What follows belongs to an exercise in optimizing a design on an open flow for small area, a short achievable clock period and few clock cycles; a production flow would make more cautious choices. In this exercise RTL edits were held to simulation tests only and were not proved equivalent to the original. Power is estimated from default activity; no workload was simulated.

==> design/flow/design.v <==
module etlv (
    input             clk,
    input             rst,
    input             reg_wr,
    input      [5:0]  reg_addr,
    input      [31:0] reg_wdata,
    output reg [31:0] reg_rdata,
    output reg        mem_req,
    output reg        mem_we,
    output reg [31:0] mem_addr,
    output reg [7:0]  mem_wdata,
    input             mem_ready,
    input      [7:0]  mem_rdata,
    input             mem_err
);
    localparam [2:0] OP_DECODE_TAG = 3'd1, OP_ENCODE_TAG = 3'd2,
                     OP_DECODE_LEN = 3'd3, OP_ENCODE_LEN = 3'd4,
                     OP_PARSE      = 3'd5, OP_SERIALIZE  = 3'd6,
                     OP_FIND       = 3'd7;
    localparam [3:0] E_OK = 4'd0, E_BADARG = 4'd1, E_NODATA = 4'd2,
                     E_NOMEM = 4'd3, E_INVALID = 4'd4, E_OVERFLOW = 4'd5,
                     E_MSGSIZE = 4'd6, E_NOTFOUND = 4'd7, E_BUS = 4'd8;
    localparam [3:0] S_IDLE      = 4'h0, S_DISPATCH  = 4'h1, S_TOK_START = 4'h2,
                     S_TAG_FIRST = 4'h3, S_TAG_CONT  = 4'h4, S_LEN_FIRST = 4'h5,
                     S_LEN_BYTES = 4'h6, S_TOK_END   = 4'h7, S_REC_WRITE = 4'h8,
                     S_REC_READ  = 4'h9, S_ENC_TAG   = 4'hA, S_ENC_LEN   = 4'hB,
                     S_EMIT      = 4'hC, S_VAL_COPY  = 4'hD;
    reg [2:0]  cmd;
    reg        done;
    reg [3:0]  err;
    reg [31:0] src_addr, src_len, dst_addr, dst_cap, tok_addr, tok_n, arg;
    reg [31:0] res0, res1, res2, res3;
    reg [3:0]  st;
    reg [31:0] off, acc, tstart, vstart, ctag, clen, cnt, wcnt, j, vaddr;
    reg        first;
    reg [2:0]  nrem;
    reg [3:0]  k;
    reg [95:0] rec;
    reg [39:0] ebuf;
    reg [2:0]  en, ei;
    reg        fld;
    reg        vph;      
    reg [7:0]  vbyte;
    wire busy = (st != S_IDLE);
    always @* begin
        reg_rdata = 32'h0;
        if (reg_addr[1:0] == 2'b00) begin
            case (reg_addr[5:2])
                4'h0: reg_rdata = {29'h0, cmd};
                4'h1: reg_rdata = {20'h0, err, 6'h0, done, busy};
                4'h2: reg_rdata = src_addr;
                4'h3: reg_rdata = src_len;
                4'h4: reg_rdata = dst_addr;
                4'h5: reg_rdata = dst_cap;
                4'h6: reg_rdata = tok_addr;
                4'h7: reg_rdata = tok_n;
                4'h8: reg_rdata = arg;
                4'h9: reg_rdata = res0;
                4'hA: reg_rdata = res1;
                4'hB: reg_rdata = res2;
                4'hC: reg_rdata = res3;
                default: reg_rdata = 32'h0;
            endcase
        end
    end
    function [2:0] sigbytes;
        input [31:0] v;
        begin
            if (v[31:24] != 8'h0)      sigbytes = 3'd4;
            else if (v[23:16] != 8'h0) sigbytes = 3'd3;
            else if (v[15:8] != 8'h0)  sigbytes = 3'd2;
            else                       sigbytes = 3'd1;
        end
    endfunction
    wire [7:0]  b       = mem_rdata;
    wire        acc_ok  = mem_req && mem_ready;    
    wire        src_end = (off >= src_len);
    wire        dst_full = (wcnt >= dst_cap);
    wire [31:0] off_inc = off + 32'd1;
    wire [31:0] acc_sh  = {acc[23:0], b};
    wire [31:0] rec_ptr = tok_addr + 32'd12 * cnt + {28'h0, k};
    wire [32:0] vend    = {1'b0, vstart} + {1'b0, clen};
    always @* begin
        mem_req   = 1'b0;
        mem_we    = 1'b0;
        mem_addr  = 32'h0;
        mem_wdata = 8'h0;
        case (st)
            S_TAG_FIRST, S_TAG_CONT, S_LEN_FIRST, S_LEN_BYTES: begin
                if (!src_end) begin
                    mem_req  = 1'b1;
                    mem_addr = src_addr + off;
                end
            end
            S_REC_WRITE: begin
                mem_req   = 1'b1;
                mem_we    = 1'b1;
                mem_addr  = rec_ptr;
                mem_wdata = rec[8*k +: 8];
            end
            S_REC_READ: begin
                mem_req  = 1'b1;
                mem_addr = rec_ptr;
            end
            S_EMIT: begin
                if (!dst_full) begin
                    mem_req   = 1'b1;
                    mem_we    = 1'b1;
                    mem_addr  = dst_addr + wcnt;
                    mem_wdata = ebuf[8*ei +: 8];
                end
            end
            S_VAL_COPY: begin
                if (!dst_full) begin
                    mem_req = 1'b1;
                    if (!vph) begin
                        mem_addr = vaddr + j;
                    end else begin
                        mem_we    = 1'b1;
                        mem_addr  = dst_addr + wcnt;
                        mem_wdata = vbyte;
                    end
                end
            end
            default: ;
        endcase
    end
    task finish;
        begin
            done <= 1'b1;
            err  <= E_OK;
            st   <= S_IDLE;
        end
    endtask
    task raise;
        input [3:0] code;
        begin
            done <= 1'b1;
            err  <= code;
            st   <= S_IDLE;
        end
    endtask
    task tag_complete;
        input [31:0] v;
        input [31:0] noff;
        begin
            ctag <= v;
            if (cmd == OP_DECODE_TAG) begin
                res0 <= v;
                res1 <= noff - arg;
                finish;
            end else begin
                st <= S_LEN_FIRST;
            end
        end
    endtask
    task len_complete;
        input [31:0] v;
        input [31:0] noff;
        begin
            clen <= v;
            if (cmd == OP_DECODE_LEN) begin
                res0 <= v;
                res1 <= noff - arg;
                finish;
            end else begin
                vstart <= noff;
                st     <= S_TOK_END;
            end
        end
    endtask
    integer i;
    wire [2:0] tag_n = sigbytes(ctag);    
    wire [2:0] len_n = sigbytes(clen);    
    always @(posedge clk) begin
        if (rst) begin
            cmd <= 3'd0; done <= 1'b0; err <= 4'd0;
            src_addr <= 32'h0; src_len <= 32'h0; dst_addr <= 32'h0; dst_cap <= 32'h0;
            tok_addr <= 32'h0; tok_n <= 32'h0; arg <= 32'h0;
            res0 <= 32'h0; res1 <= 32'h0; res2 <= 32'h0; res3 <= 32'h0;
            st <= S_IDLE;
            off <= 32'h0; acc <= 32'h0; tstart <= 32'h0; vstart <= 32'h0;
            ctag <= 32'h0; clen <= 32'h0; cnt <= 32'h0; wcnt <= 32'h0;
            j <= 32'h0; vaddr <= 32'h0; first <= 1'b0; nrem <= 3'd0; k <= 4'd0;
            rec <= 96'h0; ebuf <= 40'h0; en <= 3'd0; ei <= 3'd0; fld <= 1'b0;
            vph <= 1'b0; vbyte <= 8'h0;
        end else if (!busy) begin
            if (reg_wr && reg_addr[1:0] == 2'b00) begin
                case (reg_addr[5:2])
                    4'h0: begin
                        cmd  <= reg_wdata[2:0];
                        done <= 1'b0;
                        err  <= 4'd0;
                        res0 <= 32'h0; res1 <= 32'h0; res2 <= 32'h0; res3 <= 32'h0;
                        off <= 32'h0; acc <= 32'h0; tstart <= 32'h0; vstart <= 32'h0;
                        ctag <= 32'h0; clen <= 32'h0; cnt <= 32'h0; wcnt <= 32'h0;
                        j <= 32'h0; vaddr <= 32'h0; first <= 1'b0; nrem <= 3'd0;
                        k <= 4'd0; rec <= 96'h0; ebuf <= 40'h0; en <= 3'd0;
                        ei <= 3'd0; fld <= 1'b0; vph <= 1'b0; vbyte <= 8'h0;
                        st <= S_DISPATCH;
                    end
                    4'h2: src_addr <= reg_wdata;
                    4'h3: src_len  <= reg_wdata;
                    4'h4: dst_addr <= reg_wdata;
                    4'h5: dst_cap  <= reg_wdata;
                    4'h6: tok_addr <= reg_wdata;
                    4'h7: tok_n    <= reg_wdata;
                    4'h8: arg      <= reg_wdata;
                    default: ;
                endcase
            end
        end else begin
            case (st)
                S_DISPATCH: begin
                    case (cmd)
                        OP_DECODE_TAG: begin off  <= arg; st <= S_TAG_FIRST; end
                        OP_ENCODE_TAG: begin ctag <= arg; st <= S_ENC_TAG;   end
                        OP_DECODE_LEN: begin off  <= arg; st <= S_LEN_FIRST; end
                        OP_ENCODE_LEN: begin clen <= arg; st <= S_ENC_LEN;   end
                        OP_PARSE, OP_SERIALIZE, OP_FIND: st <= S_TOK_START;
                        default: raise(E_BADARG);
                    endcase
                end
                S_TOK_START: begin
                    case (cmd)
                        OP_PARSE: begin
                            if (src_end)              finish;
                            else if (cnt >= tok_n)    raise(E_NOMEM);
                            else begin tstart <= off; st <= S_TAG_FIRST; end
                        end
                        OP_SERIALIZE: begin
                            if (cnt >= tok_n) finish;
                            else begin k <= 4'd0; st <= S_REC_READ; end
                        end
                        default: begin  
                            if (src_end) raise(E_NOTFOUND);
                            else begin tstart <= off; st <= S_TAG_FIRST; end
                        end
                    endcase
                end
                S_TAG_FIRST: begin
                    if (src_end) raise(E_NODATA);
                    else if (acc_ok) begin
                        if (mem_err) raise(E_BUS);
                        else begin
                            off <= off_inc;
                            acc <= {24'h0, b};
                            if (b[4:0] != 5'd31) tag_complete({24'h0, b}, off_inc);
                            else begin first <= 1'b1; st <= S_TAG_CONT; end
                        end
                    end
                end
                S_TAG_CONT: begin
                    if (src_end) raise(E_MSGSIZE);
                    else if (acc_ok) begin
                        if (mem_err)                      raise(E_BUS);
                        else if (first && b == 8'h00)     raise(E_INVALID);
                        else if (acc[31:24] != 8'h00)     raise(E_OVERFLOW);
                        else begin
                            acc   <= acc_sh;
                            off   <= off_inc;
                            first <= 1'b0;
                            if (!b[7]) tag_complete(acc_sh, off_inc);
                        end
                    end
                end
                S_LEN_FIRST: begin
                    if (src_end) raise(E_NODATA);
                    else if (acc_ok) begin
                        if (mem_err) raise(E_BUS);
                        else if (!b[7]) begin
                            acc <= {24'h0, b};
                            off <= off_inc;
                            len_complete({24'h0, b}, off_inc);
                        end
                        else if (b == 8'hFF)         raise(E_INVALID);
                        else if (b[6:0] > 7'd4)      raise(E_OVERFLOW);
                        else if (b[6:0] == 7'd0)     raise(E_INVALID);
                        else begin
                            nrem  <= b[2:0];
                            acc   <= 32'h0;
                            first <= 1'b1;
                            off   <= off_inc;
                            st    <= S_LEN_BYTES;
                        end
                    end
                end
                S_LEN_BYTES: begin
                    if (src_end) raise(E_MSGSIZE);
                    else if (acc_ok) begin
                        if (mem_err) raise(E_BUS);
                        else if (first && nrem == 3'd4 && b[7]) raise(E_OVERFLOW);
                        else begin
                            acc   <= acc_sh;
                            off   <= off_inc;
                            first <= 1'b0;
                            nrem  <= nrem - 3'd1;
                            if (nrem == 3'd1) len_complete(acc_sh, off_inc);
                        end
                    end
                end
                S_TOK_END: begin
                    if (vend > {1'b0, src_len}) raise(E_MSGSIZE);
                    else if (cmd == OP_PARSE) begin
                        rec <= {src_addr + vstart, clen, ctag};
                        k   <= 4'd0;
                        st  <= S_REC_WRITE;
                    end else begin  
                        if (ctag == arg) begin
                            res0 <= tstart;
                            res1 <= ctag;
                            res2 <= clen;
                            res3 <= src_addr + vstart;
                            finish;
                        end else begin
                            off <= vend[31:0];
                            st  <= S_TOK_START;
                        end
                    end
                end
                S_REC_WRITE: begin
                    if (acc_ok) begin
                        if (mem_err) raise(E_BUS);
                        else begin
                            k <= k + 4'd1;
                            if (k == 4'd11) begin
                                cnt  <= cnt + 32'd1;
                                off  <= vend[31:0];
                                res0 <= cnt + 32'd1;
                                res1 <= vend[31:0];
                                st   <= S_TOK_START;
                            end
                        end
                    end
                end
                S_REC_READ: begin
                    if (acc_ok) begin
                        if (mem_err) raise(E_BUS);
                        else begin
                            rec[8*k +: 8] <= b;
                            k <= k + 4'd1;
                            if (k == 4'd11) begin
                                ctag  <= rec[31:0];
                                clen  <= rec[63:32];
                                vaddr <= {b, rec[87:64]};
                                st    <= S_ENC_TAG;
                            end
                        end
                    end
                end
                S_ENC_TAG: begin
                    if (ctag <= 32'hFF && ctag[4:0] <= 5'd30) begin
                        ebuf[7:0] <= ctag[7:0];
                        en  <= 3'd1;
                        ei  <= 3'd0;
                        fld <= 1'b0;
                        st  <= S_EMIT;
                    end else begin
                        if (ctag[8*(tag_n-1) +: 5] != 5'd31) raise(E_INVALID);
                        else begin
                            for (i = 0; i < 4; i = i + 1)
                                if (i < tag_n) ebuf[8*i +: 8] <= ctag[8*(tag_n-1-i) +: 8];
                            en  <= tag_n;
                            ei  <= 3'd0;
                            fld <= 1'b0;
                            st  <= S_EMIT;
                        end
                    end
                end
                S_ENC_LEN: begin
                    if (clen == 32'h0) raise(E_BADARG);
                    else if (clen <= 32'd127) begin
                        ebuf[7:0] <= clen[7:0];
                        en  <= 3'd1;
                        ei  <= 3'd0;
                        fld <= 1'b1;
                        st  <= S_EMIT;
                    end else begin
                        ebuf[7:0] <= {5'b10000, len_n};
                        for (i = 0; i < 4; i = i + 1)
                            if (i < len_n) ebuf[8*(i+1) +: 8] <= clen[8*(len_n-1-i) +: 8];
                        en  <= len_n + 3'd1;
                        ei  <= 3'd0;
                        fld <= 1'b1;
                        st  <= S_EMIT;
                    end
                end
                S_EMIT: begin
                    if (dst_full) raise(E_NOMEM);
                    else if (acc_ok) begin
                        if (mem_err) raise(E_BUS);
                        else begin
                            wcnt <= wcnt + 32'd1;
                            ei   <= ei + 3'd1;
                            res0 <= wcnt + 32'd1;
                            if (ei + 3'd1 == en) begin
                                if (cmd == OP_SERIALIZE) begin
                                    if (!fld) st <= S_ENC_LEN;
                                    else begin j <= 32'h0; st <= S_VAL_COPY; end
                                end else begin
                                    finish;
                                end
                            end
                        end
                    end
                end
                S_VAL_COPY: begin
                    if (dst_full) raise(E_NOMEM);
                    else if (acc_ok) begin
                        if (mem_err) raise(E_BUS);
                        else if (!vph) begin
                            vbyte <= b;
                            vph   <= 1'b1;
                        end else begin
                            vph  <= 1'b0;
                            wcnt <= wcnt + 32'd1;
                            j    <= j + 32'd1;
                            res0 <= wcnt + 32'd1;
                            if (j + 32'd1 == clen) begin
                                cnt  <= cnt + 32'd1;
                                res1 <= cnt + 32'd1;
                                st   <= S_TOK_START;
                            end
                        end
                    end
                end
                default: st <= S_IDLE;
            endcase
        end
    end
endmodule
==> design/flow/run.sh <==
#!/bin/bash
# synth_recipe.tcl (not shown) runs the flow's synth.tcl, then flattens the netlist and writes it again
# the make line also repeats each setting of config.mk as NAME=value (left out here)
make -C /OpenROAD-flow-scripts/flow DESIGN_CONFIG=/design/flow/config.mk WORK_HOME=/design/flow/orfs CLKGATE_MAP_FILE= SYNTH_SCRIPT=/design/flow/synth_recipe.tcl finish
==> design/flow/config.mk <==
export PLATFORM = sky130hd
export DESIGN_NAME = etlv
export DESIGN_NICKNAME = etlv
export VERILOG_FILES = /design/flow/design.v
export SDC_FILE = /design/flow/constraint.sdc
export NUM_CORES = 4
export LEC_CHECK = 0
export CAP_MARGIN = 20
export CORE_MARGIN = 2
export CORE_UTILIZATION = 40
export SLEW_MARGIN = 20
==> design/flow/constraint.sdc <==
create_clock -name core_clock -period 12.0 [get_ports {clk}]
set_input_delay 2.4000 -clock core_clock [delete_from_list [all_inputs] [get_ports {clk}]]
set_output_delay 2.4000 -clock core_clock [all_outputs]
set_load 0.01 [all_outputs]
==> results.txt <==
* Status: timing/DRC/antenna clean
* Final worst path period share at 80.2%
* Worst reg2reg endpoint: res3[29]
* Routed WL at 337,000 microns
* Cts hold-fix bufs at 0
* Post-Route Skew at 0.0846 ns
* Worst Max-Slew Pin Slew at 1.28 ns
* Worst setup path end: mem_addr[31]
* Sequential share of power at 31.8%
* Clk slew on worst S/H paths at 0.06 ns
* # DRC at 0
* Clock latency on the worst-skew pair at 0.79 ns
* Initial DRC Count at 10,357
* Max-cap viol count at 0
* Top-count cell post-synth: nand2_1
* Leakage at 0.0254 uW
* Max_slew headroom at 13.8%
* Combinational power share at 31.8%
* Type of element launching the critical path: flop
* Post-synth top area share at 27.7%
* Largest net degree at the start of global routing at 167
* Mapped Area at 61,000 sq um
* Post-Syn Nets at roughly 8,600
* Cell type with the highest aggregate area in the netlist: dfxtp_1
* Sequential area share after synthesis at 27.7%
* Warnings from Yosys at 3
* Critical Path RT at 9.60 ns
* Post-CTS Setup Inserts at 0
* TritonCTS Buffers at 104
* Register-to-register setup slack at 3.85 ns
* DRT antenna net count at 0
* PostCTS Resize Cnt at 0
* H-tree levels at 3
* GRT Util Overall at 41.3%
* Primary FF master, synth: dfxtp_1
* Pwr/cell area at 142 nW/um^2
* Clk sinks at between 800 and 900
* Max reg flops at 96
* P&R area growth vs syn at 11.5%
* HP Class: flop to flop
* Fin. max-slew vios at 0
* CP max FO at 11
* Top cells by count, synth: nand2_1 (1,247), a21oi_1 (1,037), dfxtp_1 (844), clkbuf_1 (579), nor2_1 (559)
* Gpl congestion at 1.08
* Routed vias/inst at 6.70
* Worst Setup SP: cnt[0]
* First-pass DRT Iterations at 12
* Clock power share at 36.4%
* Distinct cell type count after synthesis at between 90 and 100
* Core area at 152,000 sq um
* Routed length per placed instance at 33.7 microns
* End-of-flow core utilization at 44.8%
* Setup Crit Path Kind: flop to primary output
* Die area at roughly 160,000 sq um
* Post-Place Cell Area at ~64,000 sq um
* Mapped Cells at about 8,100
* Sw Share at 41.8%
* Largest regs: rec (96), ebuf (40)
* R2R cell count at 26
* I/O pin count at approximately 130
* Maximum vdd drop at between 0.00015 and 0.0002 V
* Share of cells above drive strength 1 at 6.67%
* Data arrival, critical path at 7.22 ns
* Fin area at 68,000 sq um
* Psw at 4040 uW
* Initial antenna violation count at 27
* Vias in the first global route at 60,018
* Port bufs at 124
* Internal power at 5620 uW
* Largest Register: rec
* Worst Setup End Kind: primary output
* Synthesized flop and latch total at roughly 840
* Detailed placer's ending HPWL at 251,000 microns
* Reg2reg start: clen[0]
* Vias after detailed routing at ~67,000
* Endpoints failing setup at 0
* Post-synthesis async set-or-reset flop share at 0%
* Fmax at 0.104 GHz
* Tot Pwr at 9660 uW
* Nets at between 8,000 and 9,000
* Min cycle time layout at between 9 and 10 ns
* Synth top area cells: dfxtp_1 (28%), ha_1 (8.6%), a21oi_1 (8.5%), nand2_1 (7.7%), clkbuf_1 (3.6%)
* CTS tree: yes
* Syn avg cell area at 7.54 sq um
* Fin. Hold Viols at 0
* Number of synthesized flops with an enable pin at 0
* Global-route wire length before repair at roughly 470,000 microns
* Deepest clock path buffer count at 3
* RSZ-0062 raised after global routing: false
* Die width at 394 microns
* Setup TNS at 0 ns
* FP Rows at 143
* Initial Utilization at 40.2%
* Root Driver: clkbuf_16
* Die height at between 300 and 400 microns
* Gr ovfl total at 0
routing by layer:
metal  global-route usage (%)  share of wire, %
met5                        0             0.070
met4                     33.3               9.8
met3                     11.1                11
met2                     58.9                41
met1                     52.1                39
cell families (layout without fill, tap and decap cells):
logic type | count (synthesis) | in the layout | synth area share, %
adders and majority gates | 429 | 429 | 8.93
buffers and inverters | 877 | 763 | 5.50
AOI/OAI and AO/OA | 2622 | 2622 | 27.9
and+or+nand+nor | 2714 | 2714 | 20.3
xor gates and xnor gates | 393 | 393 | 5.66
DFF | 844 | 844 | 27.7
other | 0 | 12 | 0
muxes | 207 | 207 | 4.07
worst max-delay path: stages (launching register included):
cell and delay (ns):
dfxtp_1 0.47, ha_1 0.42, a21o_1 0.23, a21oi_1 0.23
o21bai_1 0.10, a21oi_1 0.33, o31ai_1 0.15, buf_4 0.18
a2111oi_1 0.77, or2_2 0.27, o21bai_1 0.07, xor2_1 0.15
ha_1 0.29, ha_1 0.39, nand3_1 0.09, o21ai_0 0.42
a21oi_1 0.25, a211o_1 0.34, a31oi_1 0.18, xnor2_1 0.16
xnor2_1 0.11, o211ai_1 0.26, clkdlybuf4s50_1 0.59
layout make-up:
class	count	area, sq um
antenna	12	30.0
sequential	844	16900
clock inverter	52	764
inverter	251	943
clock buffer	138	2970
fill	15523	83700
tap	2030	2540
timing repair buffer	322	2800
multi-input combinational	6365	41000
worst min path at each step:
stage / depth (start not counted) / endpoint / from / slack (ns)
after detailed placement: 2 / ebuf[32] / ebuf[32] / 0.45
after global placement: 2 / acc[26] / acc[26] / 0.44
after CTS: 2 / ebuf[32] / ebuf[32] / 0.45
final: 2 / acc[26] / acc[26] / 0.45
after floorplan: 2 / rec[92] / rec[92] / 0.43
after global routing: 2 / ebuf[32] / ebuf[32] / 0.47
stage by stage:
stage	hold slack, ns	std cells	setup slack [ns]
5_1_grt	0.467	10002	2.01
4_1_cts	0.454	9998	2.30
3_5_place_dp	0.446	9808	3.03
3_3_place_gp	0.439	9807	3.01
6_report	0.450	10014	2.38
2_1_floorplan	0.428	8086	5.04
power by group through the flow:
stage | logic, uW | registers [uW] | clock network [uW]
after detailed placement | 2900 | 3120 | 0
final | 3070 | 3070 | 3510
after global routing | 3150 | 3060 | 3620
after CTS | 2910 | 3060 | 3520
after floorplan | 1790 | 3010 | 0
after global placement | 2900 | 3120 | 0
layout by cell type (no fill, tap or decap), types with 69 or more instances in the layout:
master,synthesis,layout
mux2i_1,167,167
o21ai_0,349,348
or3_1,70,69
o2111ai_1,97,97
buf_4,5,190
a22o_1,78,78
xnor2_1,207,205
nand2_1,1247,1244
a221oi_1,89,89
nand4_1,75,75
nor3_1,117,109
nand3_1,211,211
clkdlybuf4s50_1,0,122
a21o_1,152,151
xor2_1,185,185
dfxtp_1,844,843
and3_1,76,76
a222oi_1,87,87
ha_1,419,419
a21oi_1,1037,1034
a22oi_1,181,181
clkbuf_16,0,105
inv_1,247,247
nor2_1,559,534
Testbench counts, summed over its fixed seeds: cycles 128,595.

-- what the ideal ports hide --
No port has a modelled driver above. Below, the same layout with a new extraction and two added sets of constraints.
Step 1 (the two cells are an assumption about what drives the block):
set clk [get_ports {clk}]
set_driving_cell -lib_cell sky130_fd_sc_hd__clkbuf_16 $clk
set_driving_cell -lib_cell sky130_fd_sc_hd__buf_2 [delete_from_list [all_inputs] $clk]
Step 2, shift: input delay + t, output delay - t, t = (earliest + latest rising clock arrival at the registers) / 2. This alone moves slack from input paths to output paths.
Slacks: ideal ports / drivers / drivers and shift; pairs: ideal ports / drivers.
shift t [ns]: 0.844
setup WS [ns]: 2.378 / 2.280 / 2.658
worst setup path after step 2: input to output
worst register clock-pin slew, ns: 0.07 / 0.07
pins driven straight from the clock port: 1
After both steps this run still meets setup and hold. The setup slack of this run moves by -0.098 ns with the drivers and by +0.280 ns with both steps.
